This is an optimization exercise on Yosys and OpenROAD, whose aim is small area, not a production implementation. In this exercise RTL edits were held to simulation tests only and were not proved equivalent to the original. Power figures rest on the tool's default switching activity, not on a simulated workload.

**design/flow/constraint.sdc**
```tcl
create_clock -name core_clock -period 5.5 [get_ports {clk}]
set_input_delay 1.1000 -clock core_clock [delete_from_list [all_inputs] [get_ports {clk}]]
set_output_delay 1.1000 -clock core_clock [all_outputs]
set_load 0.01 [all_outputs]
```
**design/flow/design.v**
```verilog
module uword_decode (
    input  wire [15:0] w,
    output wire [7:0]  jump,
    output wire        up,
    output wire        down,
    output wire        door,
    output wire        clr,
    output wire [1:0]  sel,
    output wire        inv
);
    assign jump = w[7:0];
    assign up   = w[8];
    assign down = w[9];
    assign door = w[10];
    assign clr  = w[11];
    assign sel  = w[13:12];
    assign inv  = w[14];      
endmodule
module cond_mux (
    input  wire [2:0] sel,
    input  wire       inv,
    input  wire       call_below,
    input  wire       call_same,
    input  wire       call_above,
    input  wire       door_closed,
    input  wire       door_open,
    output wire       cond
);
    reg raw;
    always @(*) begin
        case (sel)
            3'd0:    raw = call_below | call_same | call_above;
            3'd1:    raw = call_below;
            3'd2:    raw = call_same;
            3'd3:    raw = call_above;
            3'd4:    raw = door_closed;
            3'd5:    raw = door_open;
            default: raw = 1'b0;        
        endcase
    end
    assign cond = raw ^ inv;
endmodule
module instr_mem (
    input  wire        clk,
    input  wire        clear,
    input  wire        we,
    input  wire [7:0]  waddr,
    input  wire [15:0] wdata,
    input  wire [7:0]  raddr,
    output wire [15:0] rdata
);
    localparam integer N = 255;
    wire [256*16-1:0] words;
    genvar a;
    generate
        for (a = 0; a < N; a = a + 1) begin : g_word
            reg [15:0] word_q;
            always @(posedge clk) begin
                if (clear)
                    word_q <= 16'h0000;
                else if (we && waddr == a)
                    word_q <= wdata;
            end
            assign words[a*16 +: 16] = word_q;
        end
    endgenerate
    assign words[255*16 +: 16] = 16'h0000;
    assign rdata = words[raddr*16 +: 16];
endmodule
module elevator_seq_core (
    input  wire        clk,
    input  wire        rst,           
    input  wire        op_valid,
    input  wire [1:0]  op,
    input  wire [7:0]  load_addr,
    input  wire [15:0] load_data,
    input  wire        step_cond,
    input  wire        call_below,
    input  wire        call_same,
    input  wire        call_above,
    input  wire        door_closed,
    input  wire        door_open,
    output wire        up,
    output wire        down,
    output wire        door,
    output wire        clr,
    output wire [7:0]  out_jump,
    output wire [1:0]  out_sel,
    output wire        out_inv,
    output wire [7:0]  pc,
    output wire        initialized,
    output wire        fault,
    output wire [2:0]  fault_cause,
    output wire [7:0]  fault_info
);
    localparam [1:0] OP_INIT = 2'd0, OP_LOAD = 2'd1, OP_TICK = 2'd2, OP_STEP = 2'd3;
    localparam [2:0] F_UNINIT = 3'd1, F_PC_RANGE = 3'd2, F_LOAD_RANGE = 3'd3;
    localparam [7:0] LAST_ADDR = 8'd254;
    reg  [7:0]  pc_q;
    reg  [14:0] out_q;           
    reg         init_q;
    reg         fault_q;
    reg  [2:0]  cause_q;
    reg  [7:0]  info_q;
    wire [7:0]  o_jump = out_q[7:0];
    wire [1:0]  o_sel  = out_q[13:12];
    wire        o_inv  = out_q[14];
    wire tick_cond;
    cond_mux u_cmux (
        .sel(      {1'b0, o_sel}),
        .inv(      o_inv),
        .call_below(call_below),
        .call_same( call_same),
        .call_above(call_above),
        .door_closed(door_closed),
        .door_open( door_open),
        .cond(     tick_cond)
    );
    wire active   = op_valid & ~fault_q & ~rst;
    wire is_init  = active & (op == OP_INIT);
    wire is_load  = active & (op == OP_LOAD);
    wire is_step  = active & ((op == OP_TICK) | (op == OP_STEP));
    wire c        = (op == OP_TICK) ? tick_cond : step_cond;
    wire load_uninit = is_load & ~init_q;
    wire load_range  = is_load &  init_q & (load_addr == 8'd255);
    wire load_ok     = is_load &  init_q & (load_addr != 8'd255);
    wire step_uninit = is_step & ~init_q;
    wire step_range  = is_step &  init_q & (pc_q == 8'd255);
    wire step_ok     = is_step &  init_q & (pc_q != 8'd255);
    wire [15:0] fetch_word;
    instr_mem u_mem (
        .clk  (clk),
        .clear(is_init),
        .we   (load_ok),
        .waddr(load_addr),
        .wdata(load_data),
        .raddr(pc_q),
        .rdata(fetch_word)
    );
    wire [7:0] f_jump;
    wire       f_up, f_down, f_door, f_clr, f_inv;
    wire [1:0] f_sel;
    uword_decode u_dec (
        .w(fetch_word), .jump(f_jump), .up(f_up), .down(f_down),
        .door(f_door), .clr(f_clr), .sel(f_sel), .inv(f_inv)
    );
    wire [7:0] pc_inc = (pc_q == LAST_ADDR) ? 8'd0 : pc_q + 8'd1;
    always @(posedge clk) begin
        if (rst) begin
            init_q  <= 1'b0;
            fault_q <= 1'b0;
            cause_q <= 3'd0;
            info_q  <= 8'd0;
        end else begin
            if (is_init) begin
                pc_q   <= 8'd0;
                out_q  <= 15'd0;
                init_q <= 1'b1;
            end
            if (step_ok) begin
                pc_q  <= c ? f_jump : pc_inc;
                out_q <= {f_inv, f_sel, f_clr, f_door, f_down, f_up, f_jump};
            end
            if (load_uninit | step_uninit) begin
                fault_q <= 1'b1;
                cause_q <= F_UNINIT;
                info_q  <= {7'd0, load_uninit};     
            end
            if (step_range) begin
                fault_q <= 1'b1;
                cause_q <= F_PC_RANGE;
                info_q  <= pc_q;
            end
            if (load_range) begin
                fault_q <= 1'b1;
                cause_q <= F_LOAD_RANGE;
                info_q  <= load_addr;
            end
        end
    end
    assign up          = out_q[8];
    assign down        = out_q[9];
    assign door        = out_q[10];
    assign clr         = out_q[11];
    assign out_jump    = o_jump;
    assign out_sel     = o_sel;
    assign out_inv     = o_inv;
    assign pc          = pc_q;
    assign initialized = init_q;
    assign fault       = fault_q;
    assign fault_cause = cause_q;
    assign fault_info  = info_q;
endmodule
```
**design/flow/config.mk**
```make
export PLATFORM = sky130hd
export DESIGN_NAME = elevator_seq_core
export DESIGN_NICKNAME = elevator_seq_core
export VERILOG_FILES = /design/flow/design.v
export SDC_FILE = /design/flow/constraint.sdc
export NUM_CORES = 4
export LEC_CHECK = 0
export CAP_MARGIN = 20
export CELL_PAD_IN_SITES_DETAIL_PLACEMENT = 1
export CELL_PAD_IN_SITES_GLOBAL_PLACEMENT = 2
export CORE_MARGIN = 2
export CORE_UTILIZATION = 30
export SLEW_MARGIN = 20
```
**design/flow/run.sh**
```bash
#!/bin/bash
# synth_recipe.tcl (not shown) runs the flow's synth.tcl, then flattens the netlist and writes it again
# the make line also repeats each setting of config.mk as NAME=value (left out here)
make -C /OpenROAD-flow-scripts/flow DESIGN_CONFIG=/design/flow/config.mk WORK_HOME=/design/flow/orfs CLKGATE_MAP_FILE= SYNTH_SCRIPT=/design/flow/synth_recipe.tcl finish
```
==> run summary <==
outcome=no timing/DRC/antenna violations; post-route ant nets=0; Post-Syn Nets=19920; drt wl/cell=30.12 um; Max VDD drop=between 0.0002 and 0.0003 V; Setup crit start kind=flop; Pre-antenna DRT Iters=5; Place WS=0.3961 ns; Slew Limit Fails=0; Clock Tree Buf Depth=4; initial antenna violation count=75; worst reg2reg setup slack=0.27 ns; 1st-iter DRT viols=12440; WL final=approximately 800 mm; Post-CTS Setup Bufs=0; Mapped Cells=a little under 20000; core area=between 500000 and 600000 um^2; area post-placement=177800 um^2; Crit Path Category=reg -> reg; CTS tree=done; vias in the first global route=about 150k; Worst Tran Pin Value=1.212 ns; setup tns final=0 ns; htree depth=5; post-CTS sizing=0; Worst Setup Slack, final=0.2670 ns; top-area cell type share of the netlist area=45.71%; share of async-settable or async-resettable flops after synthesis=0%; hold_buf cts=0; largest fanout on the critical path=27; layout cells sized above 1=about an eighth; clk sink count=3860; Inserted Clock Buffers=466; Final period util=95.15%; most frequent cells in the layout=nand2_1, a21oi_1, dfxtp_1; Primary FF master, synth=dfxtp_1; Data required, critical path=6.28 ns; FMAX=191.1 MHz; pin count of the biggest net entering global routing=179; post-layout util=34.68%; Worst Setup End Kind=flop; min-delay worst type=in -> reg; die extent in x=between 700 and 800 um; number of flops mapped to enable cells by yosys=23; CP Data Arrival Time=6.01 ns; Synth area leaders=dfxtp_1, nand2_1, mux4_2; root buf cell=clkbuf_16; grt total ovfl=0; first-pass GRT wire length=1160 mm; post-synth top area cell=dfxtp_1; max_slew headroom=18.97%; Hold Fails Final Rpt=0; Avg Cell Area, Syn=roughly 8.5 um^2; RSZ-0062 raised after global routing=no; sequential element share of the synthesized area=46.12%; skew final=roughly 0.045 ns; Final min period=5.233 ns; register bit total from synthesis=3860; MaxCap Viol Count=0; synth warn=3; Cell Rows=274; Die ar.=566200 um^2; Cell Pwr Density=319.7 nW/um^2; # IOs=around 70; Post-Syn Area=168100 um^2; Setup Viol. Count Final=0; Remaining DRCs=0; nets=19210; # fillers=around 64000; Final GP Congestion=~0.84; design area=193300 um^2; DP HPWL=508.6 mm; Yosys cell types=between 80 and 90; initial core utilization=30.15%; Leakage Power=64.07 nW; via count=149700; clock insertion delay at the later pin of the skew report=~1.1 ns; GRT Total Usage=about 28%; clock-pin slew on the worst setup and hold paths=0.06 ns; Via-to-Cell Ratio=5.541; Hold Worst Slack=0.4458 ns; area growth from synthesis to layout=15.02%; most common cell after layout, fill and taps aside=nand2_1; Die Ht=752.5 um; I/O Buffers=66
## flip-flops by register name, summed over array words and instances (netlist names)
register,cells
u_mem.g_word.word_q,3825
fault_q,1
info_q,8
pc_q,8
cause_q,2
init_q,1
out_q,15
## synthesized netlist by cell type (11+ instances only)
library cell	number
nand2_1	6073
a21oi_1	3873
dfxtp_1	3837
nand3_1	1824
clkbuf_1	1581
mux4_2	943
mux2i_1	293
buf_2	282
nor2_1	231
a22oi_1	134
o21ai_0	125
buf_6	61
buf_4	56
buf_1	54
o221ai_1	46
a211oi_1	37
a221oi_1	34
o22ai_1	34
a31oi_1	25
a22o_1	23
edfxtp_1	23
nand2b_1	20
nor2b_1	20
nor3_1	19
inv_1	15
mux2_2	15
and2_1	14
nand4_1	11
o211ai_1	11
## worst max-delay path: stages, from the launching register on
cell	delay, ns
edfxtp_1	0.93
buf_12	0.39
buf_12	0.34
buf_4	0.32
mux4_2	0.53
mux2i_1	0.31
o221ai_1	0.16
a21oi_1	0.72
o21ai_0	0.55
nand4_1	0.42
o31ai_1	0.14
## power by group
group	leakage, nW	switching (mW)	internal [mW]	total, mW
combinational	25.4	1.68	0.384	2.06
sequential	31.1	0.0180	28.0	28.0
clock	7.61	13.2	18.5	31.7
## path summary, 6_finish.rpt
path,endpoint,from,cells past startpoint
worst max-delay path,out_q[10],pc_q[0],10
worst min-delay path,u_mem.g_word[152].word_q[9],load_data[9],3
worst max register to register,out_q[10],pc_q[0],10
worst min register to register,u_mem.g_word[61].word_q[9],u_mem.g_word[61].word_q[9],2
## layer usage
metal / global-route usage, % / vias to the layer above / wire length (um)
met4: 9.640 / 24 / 31200
met3: 3.288 / 1000 / 38990
li1: - / 67120 / -
met2: 44.97 / 3626 / 375400
met1: 38.28 / 77970 / 368300
met5: 0 / - / 172
## kinds of logic after synthesis
family          Yosys count  synth area share, %
mux                    1251                14.48
simple gates           8277                20.14
flops                  3860                46.12
xor+xnor                  4              0.02085
other cells               1             0.002231
compound gates         4420                13.89
buf+inv                2065                5.329
fa+ha+maj                 2              0.01489
## through the flow
step	instances	power, mW
3_3_place_gp	26160	30.68
6_report	27030	61.80
3_5_place_dp	26160	30.68
4_1_cts	27000	62.40
5_1_grt	27010	63.56
2_1_floorplan	19880	29.62
## layout make-up
cell class	instances	area [um^2]	share of cell area, %
Timing Repair Buffer	873	8841	4.574
Antenna cell	24	60.06	0.03107
Sequential cell	3860	77500	40.10
Clock buffer	749	14290	7.391
Multi-Input combinational cell	13960	82060	42.45
Tap cell	7452	9324	4.824
Inverter	17	80.08	0.04143
Clock inverter	95	1136	0.5877

-- static timing again, ports no longer ideal --
Ports are ideal in the flow. The routed layout listed here was re-timed in OpenROAD. Step 1: set_driving_cell puts a clkbuf_16 on clk and a buf_2 on each other input, an assumption about the parent block. Step 2 moves the port delays by t, midway between the first and last clock arrival at a register: inputs arrive t later, outputs are due t later. That takes back most of the time a late clock gives input paths. Three values: ideal ports, drivers, drivers and shift; two values: the first two.
shift t [ns]: 1.163
setup WS [ns]: 0.267 / 0.267 / 0.267
cell pins on the clock port's net: 1
After both steps this run still meets setup and hold. For this run, drivers alone change the setup slack by 0.000 ns; drivers and shift together by 0.000 ns.
